From an optimization exercise on the open Yosys and OpenROAD flow, aimed at small area; shortcuts taken in it are not production practice. Function was checked by simulation only, so behaviour that the tests miss may differ from the original. The clock input has no modelled driver; a real chip could not lean on it and would need a root buffer or a full tree. Power and IR drop assume default switching activity.

==> run E <==
// sdes12_engine
module sdes12_engine (
    input  wire        clk,
    input  wire        rst,
    input  wire        cmd_valid,
    input  wire [31:0] cmd,
    output wire        cmd_ready,
    output wire [31:0] status,
    output wire [11:0] result
);
clock: 10.0 ns
lec_check: 0
cap_margin: 20
core_margin: 2
core_utilization: 70
slew_margin: 20
standard.sh (not shown) runs the stock make flow with config.mk's settings and CLKGATE_MAP_FILE= SYNTH_SCRIPT=/design/flow/synth_recipe.tcl, a recipe that flattens the netlist after the stock synthesis.
==> flow/flow/run.sh <==
#!/bin/bash
# Own layout flow: the standard ORFS flow (standard.sh) with these
# layout choices changed:
#  - synthesis: the ABC mapping step uses an area script (flow/area.abc)
#    and no adder extraction; everything else, including the registers, is
#    the standard synthesis (synth_recipe.tcl);
#  - port buffers use the smallest buffer cell (buf_1);
#  - clock tree: a one-level tree of MCTS_GROUPS clkbuf_16 buffers, each
#    driving a placement cluster of flip-flops (flow/manual_cts.tcl),
#    instead of TritonCTS's H-tree.
# Every tool's output goes to the ORFS logs under orfs/logs and to
# flow_make.log in the work folder.
set -euo pipefail
W=$(pwd)
F=$W/flow
{ cat "$F/abc_override.tcl"; cat "$W/synth_recipe.tcl"; } > "$W/own_synth.tcl"
export MY_ABC_SCRIPT=$F/area.abc
export ADDER_MAP_FILE=
export BUFFER_PORTS_ARGS="-buffer_cell sky130_fd_sc_hd__buf_1"
export PRE_CTS_TCL=$F/manual_cts.tcl
export MCTS_GROUPS=4 MCTS_BUF=sky130_fd_sc_hd__clkbuf_16 MCTS_CLK=clk MCTS_ROOT=
sed "s#SYNTH_SCRIPT=[^ ]*#SYNTH_SCRIPT=$W/own_synth.tcl#" "$W/standard.sh" > "$W/own_standard.sh"
bash "$W/own_standard.sh" > "$W/flow_make.log" 2>&1
==> flow/flow/abc_override.tcl <==
# Prepended to the standard flow's synthesis script: ORFS's technology-mapping call to
# ABC runs with the area-oriented script named by MY_ABC_SCRIPT instead of
# the platform's default speed script. Registers are untouched (ABC maps only
# the combinational logic).
proc abc {args} {
  set i [lsearch -exact $args -script]
  if { $i >= 0 && [info exists ::env(MY_ABC_SCRIPT)] } {
    lset args [expr {$i + 1}] $::env(MY_ABC_SCRIPT)
  }
  puts "abc (area script override): $args"
  yosys abc {*}$args
}
==> flow/flow/area.abc <==
strash
&get -n
&deepsyn -T 20
&nf -R 1000
&put
Other scripts of this flow, unchanged in this note and not shown: flow/flow/manual_cts.tcl
==> run H: changes against run E <==
--- a/flow/design.v
+++ b/flow/design.v
@@ -3,26 +3,26 @@
     input  wire        rst,
     input  wire        cmd_valid,
     input  wire [31:0] cmd,
     output wire        cmd_ready,
     output wire [31:0] status,
     output wire [11:0] result
 );
-    localparam [3:0] S_FIN  = 4'd0;    
-    localparam [3:0] S_KG   = 4'd1;    
-    localparam [3:0] S_WR   = 4'd2;    
-    localparam [3:0] S_IRD  = 4'd3;    
-    localparam [3:0] S_IRF  = 4'd4;    
-    localparam [3:0] S_IRN  = 4'd5;    
-    localparam [3:0] S_EW   = 4'd6;    
-    localparam [3:0] S_DW   = 4'd7;    
-    localparam [3:0] S_DR   = 4'd8;    
-    localparam [3:0] S_SW   = 4'd9;    
-    localparam [3:0] S_SBS  = 4'd10;   
-    localparam [3:0] S_SBE  = 4'd11;   
+    localparam [3:0] S_FIN  = 4'h0;    
+    localparam [3:0] S_KG   = 4'h1;    
+    localparam [3:0] S_EW   = 4'h2;    
+    localparam [3:0] S_DW   = 4'h3;    
+    localparam [3:0] S_WR   = 4'h4;    
+    localparam [3:0] S_IRD  = 4'h5;    
+    localparam [3:0] S_SBE  = 4'h6;    
+    localparam [3:0] S_SBS  = 4'h7;    
+    localparam [3:0] S_IRF  = 4'h8;    
+    localparam [3:0] S_IRN  = 4'h9;    
+    localparam [3:0] S_SW   = 4'hA;    
+    localparam [3:0] S_DR   = 4'hB;    
     function [7:0] expand;
         input [5:0] h;
         expand = {h[5], h[4], h[2], h[3], h[2], h[3], h[1], h[0]};
     endfunction
     function [2:0] s1;
         input [3:0] j;
         case (j)
@@ -99,58 +99,55 @@
         else case (c_op)
             4'h1: if (n_gt9) nerr = 3'd1;
             4'h2, 4'h3: if (n_gt9) nerr = 3'd1; else if (!keys_ok) nerr = 3'd2;
             4'h4: if (n_gt8) nerr = 3'd3;
             4'h5, 4'h8, 4'h9: if (n_gt8) nerr = 3'd3; else if (!key_ok) nerr = 3'd2;
             default: ;
         endcase
-        nxt = S_FIN;
-        if (nerr == 3'd0) case (c_op)
-            4'h1: nxt = z_n ? S_FIN : S_KG;
-            4'h2: nxt = z_n ? S_SW : S_EW;
-            4'h3: nxt = z_n ? S_SW : S_DW;
-            4'h4: nxt = S_WR;
-            4'h5: nxt = S_IRD;
-            4'h6: nxt = S_SBE;
-            4'h7: nxt = S_SBS;
-            4'h8: nxt = S_IRF;
-            4'h9: nxt = S_IRN;
-            4'hA: nxt = S_SW;
-            default: nxt = S_FIN;
-        endcase
+        if (nerr != 3'd0) nxt = S_FIN;
+        else if (c_op[3:1] == 3'b001 && z_n) nxt = S_SW;
+        else nxt = c_op;
     end
     wire ld_res = (nerr == 3'd0) && (c_op[3] | c_op[2] & (c_op[1] | c_op[0]) | c_op[1]);
     reg [3:0] h_nx;
     always @* begin
         case (h)
             4'd0: h_nx = 4'd1; 4'd1: h_nx = 4'd2; 4'd2: h_nx = 4'd3;
             4'd3: h_nx = 4'd4; 4'd4: h_nx = 4'd5; 4'd5: h_nx = 4'd6;
             4'd6: h_nx = 4'd7; 4'd7: h_nx = 4'd8; default: h_nx = 4'd0;
         endcase
     end
     wire at_ix = (h == ix);
     wire at_0  = (tp == 2'd0 && h == 4'd1) || (tp == 2'd2 && h == 4'd4) ||
                  (tp == 2'd1 && h == 4'd7);
-    wire [7:0] key = (tp == 2'd0) ? ring[0] : (tp == 2'd2) ? ring[3] : ring[6];
-    wire [7:0] y   = (fsm == S_SBS) ? res[7:0] : (expand(res[5:0]) ^ key);
+    wire       subst = (fsm == S_SBS);
+    wire [7:0] key = (tp == 2'd0) ? ring[0] : (tp == 2'd2) ? ring[3] :
+                     (tp == 2'd1) ? ring[6] : 8'd0;
+    wire [7:0] xin = subst ? res[7:0] : expand(res[5:0]);
+    wire [7:0] y   = xin ^ key;
     wire [5:0] fo  = {s1(y[7:4]), s2(y[3:0])};
-    wire [11:0] rnd = {res[5:0], res[11:6] ^ fo};
+    reg        sw, zl;
+    wire [5:0] rhi = res[5:0] & {6{~zl}};
+    wire [5:0] rlo = res[11:6] & {6{~zl}};
+    wire [11:0] rnd = {rhi, rlo ^ (fo & {6{~sw}})};
     reg       wr;
     wire [7:0] wdata = {kr[0], kr[1] & ~(fsm == S_KG && h == 4'd8),
                         kr[2], kr[3], kr[4], kr[5], kr[6], kr[7]};
     wire accept = cmd_valid & ~busy & ~rst;
     assign cmd_ready = ~busy & ~rst;
     reg fin;           
     reg [3:0] fsm_nx;
     reg [11:0] res_nx;
     reg rot;           
     reg tp_step;
     reg ph_nx;
     always @* begin
         ph_nx = ph;
+        sw = 1'b0;
+        zl = 1'b0;
         fin = 1'b0;
         fsm_nx = fsm;
         res_nx = res;
         wr = 1'b0;
         rot = 1'b0;
         tp_step = 1'b0;
         case (fsm)
@@ -160,16 +157,16 @@
                 if (h == 4'd0) fin = 1'b1;
             end
             S_WR: if (at_ix) begin wr = 1'b1; fin = 1'b1; end
             S_IRD, S_IRF, S_IRN: begin
                 if (at_ix) ph_nx = 1'b1;
                 if (ph) begin
                     fin = 1'b1;
-                    res_nx = (fsm == S_IRD) ? {4'd0, ring[0]} :
-                             (fsm == S_IRF) ? {6'd0, fo} : rnd;
+                    zl = (fsm == S_IRF);
+                    res_nx = (fsm == S_IRD) ? {4'd0, y} : rnd;
                 end
             end
             S_EW: if (ph || at_0) begin
                 ph_nx = 1'b1;
                 res_nx = rnd;
                 if (at_ix) fsm_nx = S_SW;
             end
@@ -183,32 +180,32 @@
                 ph_nx = ~ph;
                 if (ph) begin
                     res_nx = rnd;
                     tp_step = 1'b1;
                     if (at_0) fsm_nx = S_SW;
                 end
             end
-            S_SW: begin fin = 1'b1; res_nx = {res[5:0], res[11:6]}; end
-            S_SBS: begin fin = 1'b1; res_nx = {6'd0, fo}; end
-            S_SBE: begin fin = 1'b1; res_nx = {4'd0, expand(res[5:0])}; end
+            S_SW: begin fin = 1'b1; sw = 1'b1; res_nx = rnd; end
+            S_SBS: begin fin = 1'b1; zl = 1'b1; res_nx = rnd; end
+            S_SBE: begin fin = 1'b1; res_nx = {4'd0, y}; end
             default: ;
         endcase
     end
     integer i;
     always @(posedge clk) begin
         ring[0] <= wr ? wdata : ring[8];
         for (i = 1; i < 9; i = i + 1)
             ring[i] <= ring[i-1];
         if (accept)
             kr <= {cmd[8], cmd[0], cmd[1], cmd[2], cmd[3], cmd[4], cmd[5], cmd[6], cmd[7]};
         else if (rot)
             kr <= {kr[0], kr[8:1]};
         if (accept) begin
             fsm <= nxt;
-            {tp, ph} <= nerr;
+            {tp, ph} <= (nxt == S_SBS || nxt == S_SBE) ? 3'b110 : nerr;
             ix  <= {c_n[3] & ~c_n[0], c_n[2:1], c_n[0] & ~c_n[3]};
         end else begin
             fsm <= fsm_nx;
             ph  <= ph_nx;
             if (tp_step) tp <= {~tp[1] & ~tp[0], tp[1]};
         end
         if (rst) begin
==> flow/flow/run.sh (replaced) <==
#!/bin/bash
# Own layout flow: the standard ORFS flow (standard.sh) with these
# layout choices changed:
#  - synthesis: the ABC mapping step uses an area script (flow/area.abc),
#    run once per seed in MY_ABC_SEEDS keeping the smallest result, and no
#    adder extraction; everything else, including the registers, is
#    the standard synthesis (synth_recipe.tcl);
#  - port buffers use the smallest buffer cell (buf_1);
#  - clock tree: a one-level tree of MCTS_GROUPS clkbuf_16 buffers, each
#    driving a placement cluster of flip-flops (flow/manual_cts.tcl),
#    instead of TritonCTS's H-tree;
#  - one tie cell drives all constant outputs (no per-port tie copies).
# Every tool's output goes to the ORFS logs under orfs/logs and to
# flow_make.log in the work folder.
set -euo pipefail
W=$(pwd)
F=$W/flow
{ cat "$F/abc_override.tcl"; cat "$W/synth_recipe.tcl"; } > "$W/own_synth.tcl"
export MY_ABC_SCRIPT=$F/area.abc
export MY_ABC_SEEDS="1 2 3 4"
export ADDER_MAP_FILE=
export SKIP_REPAIR_TIE_FANOUT=1
export BUFFER_PORTS_ARGS="-buffer_cell sky130_fd_sc_hd__buf_1"
export PRE_CTS_TCL=$F/manual_cts.tcl
export MCTS_GROUPS=4 MCTS_BUF=sky130_fd_sc_hd__clkbuf_16 MCTS_CLK=clk MCTS_ROOT=
sed "s#SYNTH_SCRIPT=[^ ]*#SYNTH_SCRIPT=$W/own_synth.tcl#" "$W/standard.sh" > "$W/own_standard.sh"
bash "$W/own_standard.sh" > "$W/flow_make.log" 2>&1
==> flow/flow/abc_override.tcl (replaced) <==
# Prepended to the standard flow's synthesis script: ORFS's technology-mapping call to
# ABC runs with the area-oriented script MY_ABC_SCRIPT instead of the
# platform's default speed script. The script's &deepsyn step is randomised:
# the mapping is run once per seed in MY_ABC_SEEDS (the string SEED in the
# script is replaced by the seed) and the smallest result (liberty cell
# area) is kept. Registers are untouched: ABC maps only the combinational
# logic between them.
proc abc {args} {
  set i [lsearch -exact $args -script]
  if { $i < 0 || ![info exists ::env(MY_ABC_SCRIPT)] } {
    yosys abc {*}$args
    return
  }
  set lib [lindex $args [expr {[lsearch -exact $args -liberty] + 1}]]
  set tmpl [read [open $::env(MY_ABC_SCRIPT)]]
  set best -1
  design -save own_abc_pre
  foreach seed $::env(MY_ABC_SEEDS) {
    design -load own_abc_pre
    set scr $::env(RESULTS_DIR)/own_abc_$seed.script
    set f [open $scr w]
    puts -nonewline $f [string map [list SEED $seed] $tmpl]
    close $f
    lset args [expr {$i + 1}] $scr
    puts "abc (area script, seed $seed): $args"
    yosys abc {*}$args
    yosys opt_clean
    set rpt $::env(RESULTS_DIR)/own_abc_$seed.stat
    yosys tee -q -o $rpt stat -liberty $lib
    set area -1
    foreach line [split [read [open $rpt]] "\n"] {
      if {[regexp {Chip area for module.*:\s*([0-9.]+)} $line -> a]} { set area $a }
    }
    puts "abc seed $seed: cell area $area"
    if { $best < 0 || $area < $best } {
      set best $area
      design -save own_abc_best
    }
  }
  design -load own_abc_best
  puts "abc: kept cell area $best"
}
==> flow/flow/area.abc (replaced) <==
strash
&get -n
&deepsyn -T 100 -S SEED
&nf -R 1000 -p -F 8 -A 4
&put
==> qor summary <==
| item | run H | run E |
|---|---|---|
| Result of the run | no timing/DRC/antenna violations | no timing/DRC/antenna violations |
| Unique masters post-synth | 43 | 50 |
| Floorplan row count | 29 | 30 |
| Count of nets after finishing | 548 | 593 |
| Minimum setup slack after placement | 3.89 ns | 3.56 ns |
| Routed wire length on met3 | 1.10 mm | 923 um |
| Fraction of power spent switching nets | 23.3% | 25.0% |
| Multi-input gate count | 310 | 346 |
| Data required, critical path | 10.13 ns | 10.07 ns |
| Core region area | 0.00642 mm^2 | 0.00672 mm^2 |
| Fraction of synthesized cell area in xor and xnor cells | 4.12% | 2.56% |
| Sequential power | 542 uW | 565 uW |
| Minimum clock period after layout | 6.03 ns | 6.40 ns |
| Global routing met1 resource utilization | 43.7% | 43.7% |
| Die boundary width | 85.7 um | 86.7 um |
No run of this note takes its clock network from TritonCTS; it comes from the design's own scripts or RTL.

-- separate check: timing with driven ports --
In the flow no input, the clock included, has a driving cell. The finished layouts below were timed again as built, in two steps. Step 1 sets driving cells, clkbuf_16 on the clock port and buf_2 on the other inputs (assumed; they add their load-dependent delay and slew). Step 2 times the ports against the registers' clock, not the clock port: input delays grow and output delays shrink by t, the midpoint of the rising clock arrivals with the driver on. a / b / c = ideal / step 1 / step 2; a / b = the first two.
| run | t, ns | slack for setup (ns) | worst hold slack (ns) |
|---|---|---|---|
| run E | 0.241 | 3.604 / 3.659 / 3.418 | 0.338 / 0.338 / 0.338 |
| run H | 0.251 | 3.969 / 4.026 / 3.775 | 0.326 / 0.326 / 0.326 |
After both steps every run listed still meets setup and hold. The setup slack of run H, which loses most, moves by +0.057 ns with the drivers and by -0.194 ns with both steps.
